This design comes from an exercise in tuning for small area, a short achievable clock period and few clock cycles on the open sky130 flow, not from production work. Only simulation tests tie the RTL to the original design; equivalence was not proved. Power is estimated from default activity; no workload was simulated.

File: flow/run.sh
#!/bin/bash
# synth_recipe.tcl (not shown) runs the flow's synth.tcl, then flattens the netlist and writes it again
# the make line also repeats each setting of config.mk as NAME=value (left out here)
make -C /OpenROAD-flow-scripts/flow DESIGN_CONFIG=/design/flow/config.mk WORK_HOME=/design/flow/orfs CLKGATE_MAP_FILE= SYNTH_SCRIPT=/design/flow/synth_recipe.tcl finish
File: flow/config.mk
export PLATFORM = sky130hd
export DESIGN_NAME = idcodec_core
export DESIGN_NICKNAME = idcodec_core
export VERILOG_FILES = /design/flow/design.v
export SDC_FILE = /design/flow/constraint.sdc
export NUM_CORES = 8
export LEC_CHECK = 0
export CAP_MARGIN = 20
export CORE_MARGIN = 2
export CORE_UTILIZATION = 40
export SLEW_MARGIN = 20
File: flow/constraint.sdc
create_clock -name core_clock -period 12.0 [get_ports {clk}]
set_input_delay 2.4000 -clock core_clock [delete_from_list [all_inputs] [get_ports {clk}]]
set_output_delay 2.4000 -clock core_clock [all_outputs]
set_load 0.01 [all_outputs]
File: flow/design.v
module idcodec_core (
    input             clk,
    input             rst,
    input             in_valid,
    output            in_ready,
    input      [2:0]  in_op,
    input      [63:0] in_data,
    output            dig_valid,
    output     [7:0]  dig_data,
    output            resp_valid,
    output     [63:0] resp_value,
    output            resp_ovf,
    output     [6:0]  resp_len
);
    localparam OP_SETCFG  = 3'd1;
    localparam OP_SETPERM = 3'd2;
    localparam OP_ENC     = 3'd3;
    localparam OP_DIGIT   = 3'd4;
    localparam OP_DEC     = 3'd5;
    localparam S_IDLE   = 3'd0;
    localparam S_DIVCHK = 3'd1;    
    localparam S_DIV    = 3'd2;    
    localparam S_ROUND  = 3'd3;    
    localparam S_EMIT   = 3'd4;    
    localparam S_D2I    = 3'd5;    
    localparam S_RESP   = 3'd6;
    reg [8:0] base;
    reg [6:0] minlen;
    reg [7:0] perm [0:255];
    reg [7:0] inv  [0:255];
    reg [2:0]  state;
    reg        fwd;           
    reg [511:0] dbuf;         
    reg [6:0]  dlen;
    reg [63:0] q;             
    reg [7:0]  rem;           
    reg [5:0]  bitcnt;
    reg [2:0]  step;          
    reg [6:0]  rnd;
    reg [6:0]  idx;
    reg [7:0]  last;          
    reg [63:0] acc;
    reg        ovf;
    wire accept = in_valid && in_ready;
    wire [6:0] nm1 = dlen - 7'd1;
    wire [8:0] div_r    = {rem, q[63]};
    wire       div_ge   = (div_r >= base);
    wire [8:0] div_rnew = div_ge ? (div_r - base) : div_r;
    wire [7:0] cur     = dbuf[8*idx[5:0] +: 8];
    wire [7:0] cur_sub = fwd ? perm[cur] : inv[cur];
    wire [8:0] casf_s = {1'b0, cur} + {1'b0, last};
    wire [8:0] casf_m = (casf_s >= base) ? (casf_s - base) : casf_s;
    wire [9:0] casb_s = {2'b0, cur} + {1'b0, base} - {2'b0, last};
    wire [9:0] casb_m = (casb_s >= {1'b0, base}) ? (casb_s - {1'b0, base}) : casb_s;
    wire step_rot  = (step == 3'd0) || (step == 3'd2) || (step == 3'd4);
    wire step_perm = fwd ? (step == 3'd1) : (step == 3'd3);
    wire [7:0] loop_new = step_perm ? cur_sub :
                          fwd       ? casf_m[7:0] : casb_m[7:0];
    wire [72:0] d2i_full = acc * base + {65'd0, cur};
    wire loop_end = (idx == nm1);
    wire last_rnd = (rnd == nm1);
    always @(posedge clk) begin
        if (!rst && accept && in_op == OP_SETCFG) begin
            base   <= in_data[8:0];
            minlen <= in_data[22:16];
        end
        if (!rst && accept && in_op == OP_SETPERM) begin
            perm[in_data[7:0]]  <= in_data[15:8];
            inv[in_data[15:8]]  <= in_data[7:0];
        end
    end
    wire [7:0] buf_first = dbuf[7:0];
    wire [7:0] buf_last  = dbuf[8*nm1[5:0] +: 8];
    wire [511:0] dbuf_next;
    genvar g;
    generate
        for (g = 0; g < 64; g = g + 1) begin : g_buf
            wire [7:0] here  = dbuf[8*g +: 8];
            wire [7:0] left  = (g == 0)  ? 8'd0 : dbuf[8*((g == 0) ? 0 : g - 1) +: 8];
            wire [7:0] right = (g == 63) ? 8'd0 : dbuf[8*((g == 63) ? 63 : g + 1) +: 8];
            reg  [7:0] nxt;
            always @(*) begin
                nxt = here;
                case (state)
                    S_IDLE: begin
                        if (accept && in_op == OP_DIGIT && dlen[5:0] == g)
                            nxt = in_data[7:0];
                    end
                    S_DIVCHK: begin
                        if (q == 64'd0 && dlen < minlen)
                            nxt = left;
                    end
                    S_DIV: begin
                        if (bitcnt == 6'd63)
                            nxt = (g == 0) ? div_rnew[7:0] : left;
                    end
                    S_ROUND: begin
                        if (step_rot) begin
                            if (fwd) begin
                                if (g < nm1)
                                    nxt = right;
                                else if (g == nm1)
                                    nxt = buf_first;
                            end else begin
                                if (g == 0)
                                    nxt = buf_last;
                                else if (g < dlen)
                                    nxt = left;
                            end
                        end else if (idx[5:0] == g) begin
                            nxt = loop_new;
                        end
                    end
                    default: ;
                endcase
            end
            assign dbuf_next[8*g +: 8] = nxt;
        end
    endgenerate
    always @(posedge clk) begin
        if (!rst)
            dbuf <= dbuf_next;
    end
    always @(posedge clk) begin
        if (rst) begin
            state <= S_IDLE;
            dlen  <= 7'd0;
        end else begin
            case (state)
                S_IDLE: begin
                    if (accept) begin
                        case (in_op)
                            OP_ENC: begin
                                fwd   <= 1'b1;
                                q     <= in_data;
                                dlen  <= 7'd0;
                                acc   <= 64'd0;
                                ovf   <= 1'b0;
                                state <= S_DIVCHK;
                            end
                            OP_DIGIT: begin
                                dlen <= dlen + 7'd1;
                            end
                            OP_DEC: begin
                                fwd   <= 1'b0;
                                acc   <= 64'd0;
                                ovf   <= 1'b0;
                                idx   <= 7'd0;
                                rnd   <= 7'd0;
                                step  <= 3'd0;
                                state <= (dlen == 7'd0) ? S_RESP : S_ROUND;
                            end
                            default: ;
                        endcase
                    end
                end
                S_DIVCHK: begin
                    if (q == 64'd0 && dlen >= minlen) begin
                        idx   <= 7'd0;
                        rnd   <= 7'd0;
                        step  <= 3'd0;
                        state <= S_ROUND;
                    end else if (q == 64'd0) begin
                        dlen <= dlen + 7'd1;
                    end else begin
                        rem    <= 8'd0;
                        bitcnt <= 6'd0;
                        state  <= S_DIV;
                    end
                end
                S_DIV: begin
                    rem    <= div_rnew[7:0];
                    q      <= {q[62:0], div_ge};
                    bitcnt <= bitcnt + 6'd1;
                    if (bitcnt == 6'd63) begin
                        dlen  <= dlen + 7'd1;
                        state <= S_DIVCHK;
                    end
                end
                S_ROUND: begin
                    if (step_rot) begin
                        idx  <= 7'd0;
                        last <= 8'd0;
                        if (step == 3'd4) begin
                            step <= 3'd0;
                            rnd  <= rnd + 7'd1;
                            if (last_rnd)
                                state <= fwd ? S_EMIT : S_D2I;
                        end else begin
                            step <= step + 3'd1;
                        end
                    end else begin
                        last <= (fwd || step_perm) ? loop_new : cur;
                        idx  <= idx + 7'd1;
                        if (loop_end)
                            step <= step + 3'd1;
                    end
                end
                S_EMIT: begin
                    idx <= idx + 7'd1;
                    if (loop_end)
                        state <= S_RESP;
                end
                S_D2I: begin
                    acc <= d2i_full[63:0];
                    ovf <= ovf | (d2i_full[72:64] != 9'd0);
                    idx <= idx + 7'd1;
                    if (loop_end)
                        state <= S_RESP;
                end
                S_RESP: begin
                    dlen  <= 7'd0;
                    state <= S_IDLE;
                end
                default: state <= S_IDLE;
            endcase
        end
    end
    assign in_ready   = (state == S_IDLE);
    assign dig_valid  = (state == S_EMIT);
    assign dig_data   = cur;
    assign resp_valid = (state == S_RESP);
    assign resp_value = acc;
    assign resp_ovf   = ovf;
    assign resp_len   = dlen;
endmodule
==> results by group <==
Timing
  • Worst slew margin: between 10% and 20%
  • Post-route clock skew: 127 ps
  • Post-layout minimum cycle time: ~11000 ps
  • Worst-Margin Slew: 1330 ps
  • # setup viols final: 0
  • Fmax: ~95 MHz
  • Final Cycle Share: between 80 and 90%
  • RSZ-0062 raised after global routing: no
  • Final Hold Fails: 0
  • Max-slew violations: 0
  • Fin Hold WS: 552 ps
  • Fin Setup TNS: 0 ps
  • Slack of the critical path: between 1000 and 1500 ps

Power and ir drop
  • Peak supply drop: ~0.00021 V
  • Pwr/cell area: approximately 240 mW/mm²
  • Switching power share of the total: a little over two fifths
  • Internal: roughly 0.037 W
  • Tot Pwr: 0.0649 W
  • Lkg Pwr: 91.7 nW
  • NetSw: 0.0275 W
  • Combinational power share: 43.4%
  • Clock group share of total power: between 20% and 30%
  • Sequential power share: a little under a third

Layout
  • Commonest non-fill, non-tap cell in the layout: edfxtp_1
  • # fillers: ~53000
  • P&R area growth vs syn: 11.7%
  • Layout cells sized above 1: 10.2%
  • Most frequent cells in the layout: edfxtp_1 (4793), nand2_1 (3450), nor2_1 (1202)
  • Multi-input gate area: between 0.08 and 0.09 mm²
  • Register area: 0.144 mm²
  • Final net count: approximately 20000
  • Core Util, Final: between 40% and 50%

Detailed routing
  • Via/cell ratio: ~6.5
  • Drt pass-1 iters: 15
  • Via count: ~180k
  • WL/cell: around 34 µm
  • DRC violations left: 0
  • DRT Wirelength: roughly 940000 µm
  • Initial DRC count: approximately 30000
  • DRT antenna net count: 0

Status
  • Run status: timing/DRC/antenna clean

Synthesis
  • Syn Area/Cell: 12.1 µm²
  • YS warnings: 1
  • Async set-or-reset flop fraction in the synthesized netlist: 0%
  • Number of synthesized flops with an enable pin: 4793
  • Synthesized area: 0.239 mm²
  • Seq/Total Area, Yosys: 60.4%
  • Seq cells post-synth: around 4800
  • Net count after synthesis: just over 20000
  • Synth cell types: 110
  • Top_reg_cell synth: edfxtp_1
  • Synth Instances: 19759

Floorplan
  • Row Count: 283
  • # IOs: 153
  • Die area: 0.603 mm²
  • Total core area: about 0.59 mm²
  • Die width: 777 µm
  • Initial Util: approximately 40%
  • Die Span Y: approximately 780 µm

Critical path
  • Critical path's largest stage delay: 990 ps
  • Stages on the worst setup path: 32
  • Cells on worst reg2reg path: 32
  • CP endpoint kind: register
  • FF-to-FF End: dbuf[478]$_DFFE_PP_
  • Crit path max fanout: 71
  • Worst path required time: roughly 13000 ps
  • Cell mode on critical path: buf_4
  • Slowest stage cell, crit path: o22ai_1
  • Start point of the critical path: idx[2]$_DFFE_PP_
  • WP buf/inv: 6
  • Top delay family on crit path: compound AO/OA/AOI/OAI gates
  • RR Startpoint: idx[2]$_DFFE_PP_
  • Crit path capture: dbuf[478]$_DFFE_PP_
  • Crit path kind: reg2reg
  • Worst Path Arrival: between 10000 and 15000 ps
  • R2R Setup Slk: 1430 ps
  • CP startpoint kind: register

Clocking
  • Clock sink count: between 4000 and 5000
  • TritonCTS clock tree: yes
  • Clock Tree Root: clkbuf_16
  • CTS resizes: 0
  • Hold buffer count at cts: 0
  • Clock-pin slew on the worst setup and hold paths: 60 ps
  • H-tree depth: 6
  • TritonCTS buffer count: 530
  • Setup Buffers After CTS: 0
  • Clk Latency, worst-skew pair: 1130 ps
  • Maximum clock insertion buffer count: 4

Placed design
  • Detailed Place HPWL: roughly 580000 µm
  • # port buffers: around 150
  • Post-place setup slack: 1540 ps
  • RePlAce Congestion: 1.01

Global routing
  • Vias in the first global route: 168524
  • Remaining Overflow, GRT: 0
  • Total GRT Usage: a little under a third
  • Initial antenna violation count: 68
  • Largest net degree at the start of global routing: slightly below 200
  • Global-route wire length before repair: roughly 1300000 µm

Worst hold path
  • Min-delay worst type: reg2reg

Job
  • Max Cap Viol: 0
layer usage:
layer	GRT usage (%)	vias up	part of all wire, %
li1	-	73654	-
met1	39.9	90378	37
met2	43.6	13824	42
met3	9.77	2866	14
met4	16.9	40	6.8
met5	0.435	-	0.070
worst register-to-register path, delay by kind of cell, from the launching register on:
family	cells	cell delay [ps]
AOI/OAI and AO/OA	15	4320
xor gates and xnor gates	1	190
adders and majority gates	3	1210
buffers and inverters	6	1840
and+or+nand+nor	7	2320
DFF	1	480
synth_stat cells, types with 26 or more instances:
master | number | share of area [%]
buf_2 | 323 | 0.68
a22oi_1 | 172 | 0.54
nand3_1 | 884 | 1.9
mux4_2 | 276 | 2.6
a211o_1 | 28 | 0.10
nor3_1 | 85 | 0.18
a31oi_1 | 432 | 1.1
inv_1 | 317 | 0.50
and2_1 | 399 | 1.0
a221o_1 | 91 | 0.38
a2111oi_0 | 62 | 0.23
edfxtp_1 | 4793 | 60
a32oi_1 | 284 | 1.0
nand2_1 | 3481 | 5.5
a31o_2 | 54 | 0.20
mux2_2 | 83 | 0.39
fa_1 | 451 | 3.8
xor2_1 | 51 | 0.19
a21oi_1 | 1153 | 2.4
o211ai_1 | 32 | 0.10
buf_1 | 150 | 0.24
o21bai_1 | 27 | 0.085
o22ai_1 | 31 | 0.081
xnor2_1 | 82 | 0.30
nor2b_1 | 53 | 0.14
ha_1 | 229 | 1.2
clkbuf_1 | 880 | 1.4
a211oi_1 | 468 | 1.5
or3_1 | 26 | 0.068
mux2i_1 | 743 | 3.1
and3_1 | 441 | 1.2
a311oi_1 | 168 | 0.62
buf_4 | 123 | 0.39
o21ai_1 | 71 | 0.15
buf_6 | 61 | 0.29
nor2_1 | 1253 | 2.0
nor4_1 | 88 | 0.23
nand4_1 | 182 | 0.48
o21ai_0 | 685 | 1.4
a21o_1 | 158 | 0.50
cell type report:
class | count | area share [%]
Multi-Input combinational cell | 13074 | 32.9
Antenna cell | 43 | 0.0404
Inverter | 325 | 0.470
Timing Repair Buffer | 758 | 2.59
Clock inverter | 297 | 1.03
Tap cell | 7837 | 3.68
Clock buffer | 651 | 5.23
Sequential cell | 4803 | 54.1
through the flow:
stage                     std cells  area, µm²
after floorplan               19759     239000
after global placement        26780     249000
after detailed placement      26790     250000
after CTS                     27738     266000
after global routing          27748     266000
final                         27788     267000
registers in the layout, summed over array words and instances, names as in the netlist, 6 cells and up:
signal,count
acc,64
base,9
bitcnt,6
dbuf,512
dlen,7
idx,7
inv,2048
last,8
minlen,7
perm,2048
q,64
rem,8
rnd,7
worst min path at each step:
stage / from / to / slack [ps] / depth (start not counted)
after global placement: q[2]$_DFFE_PP_ / q[3]$_DFFE_PP_ / 560 / 1
after floorplan: q[0]$_DFFE_PP_ / q[1]$_DFFE_PP_ / 550 / 1
after global routing: q[45]$_DFFE_PP_ / q[46]$_DFFE_PP_ / 590 / 1
after detailed placement: q[35]$_DFFE_PP_ / q[36]$_DFFE_PP_ / 570 / 1
final: q[4]$_DFFE_PP_ / q[5]$_DFFE_PP_ / 550 / 1
after CTS: q[45]$_DFFE_PP_ / q[46]$_DFFE_PP_ / 580 / 1
power groups by stage:
| stage | clock, W | sequential [W] | combinational (W) |
|---|---|---|---|
| after floorplan | 0 | 0.0205 | 0.0170 |
| after global routing | 0.0167 | 0.0207 | 0.0295 |
| final | 0.0160 | 0.0207 | 0.0282 |
| after detailed placement | 0 | 0.0210 | 0.0270 |
| after global placement | 0 | 0.0210 | 0.0268 |
| after CTS | 0.0160 | 0.0206 | 0.0271 |
cells by family after synthesis:
logic type | after synthesis | synth area share, %
AND/OR/NAND/NOR | 6998 | 13.0
flip-flops | 4803 | 60.4
AO/OA/AOI/OAI | 4159 | 11.4
buffers and inverters | 1882 | 3.62
multiplexers | 1104 | 6.13
adder cells (fa/ha/maj) | 680 | 4.98
XOR/XNOR | 133 | 0.488
Testbench counts, summed over its fixed seeds: cycles 448,072.

what the ideal ports hide:
How much do the figures lean on ideal ports? The routed layout below was timed once more, with nothing changed but the port constraints. Step 1, drivers: a clkbuf_16 drives clk and a buf_2 each remaining input, both assumed. Step 2 also shifts input and output timing later by t, the mid clock arrival at the registers, as if the neighbouring blocks saw the same clock. Three values: ideal ports, drivers, drivers and shift; two values: the first two.
t (ns): 1.186
slack for setup (ns): 1.434 / 1.434 / 1.434
cell pins on the clock port's net: 1
After both steps setup and hold are still met in this run. The setup slack of this run moves by 0.000 ns with the drivers and by 0.000 ns with both steps.
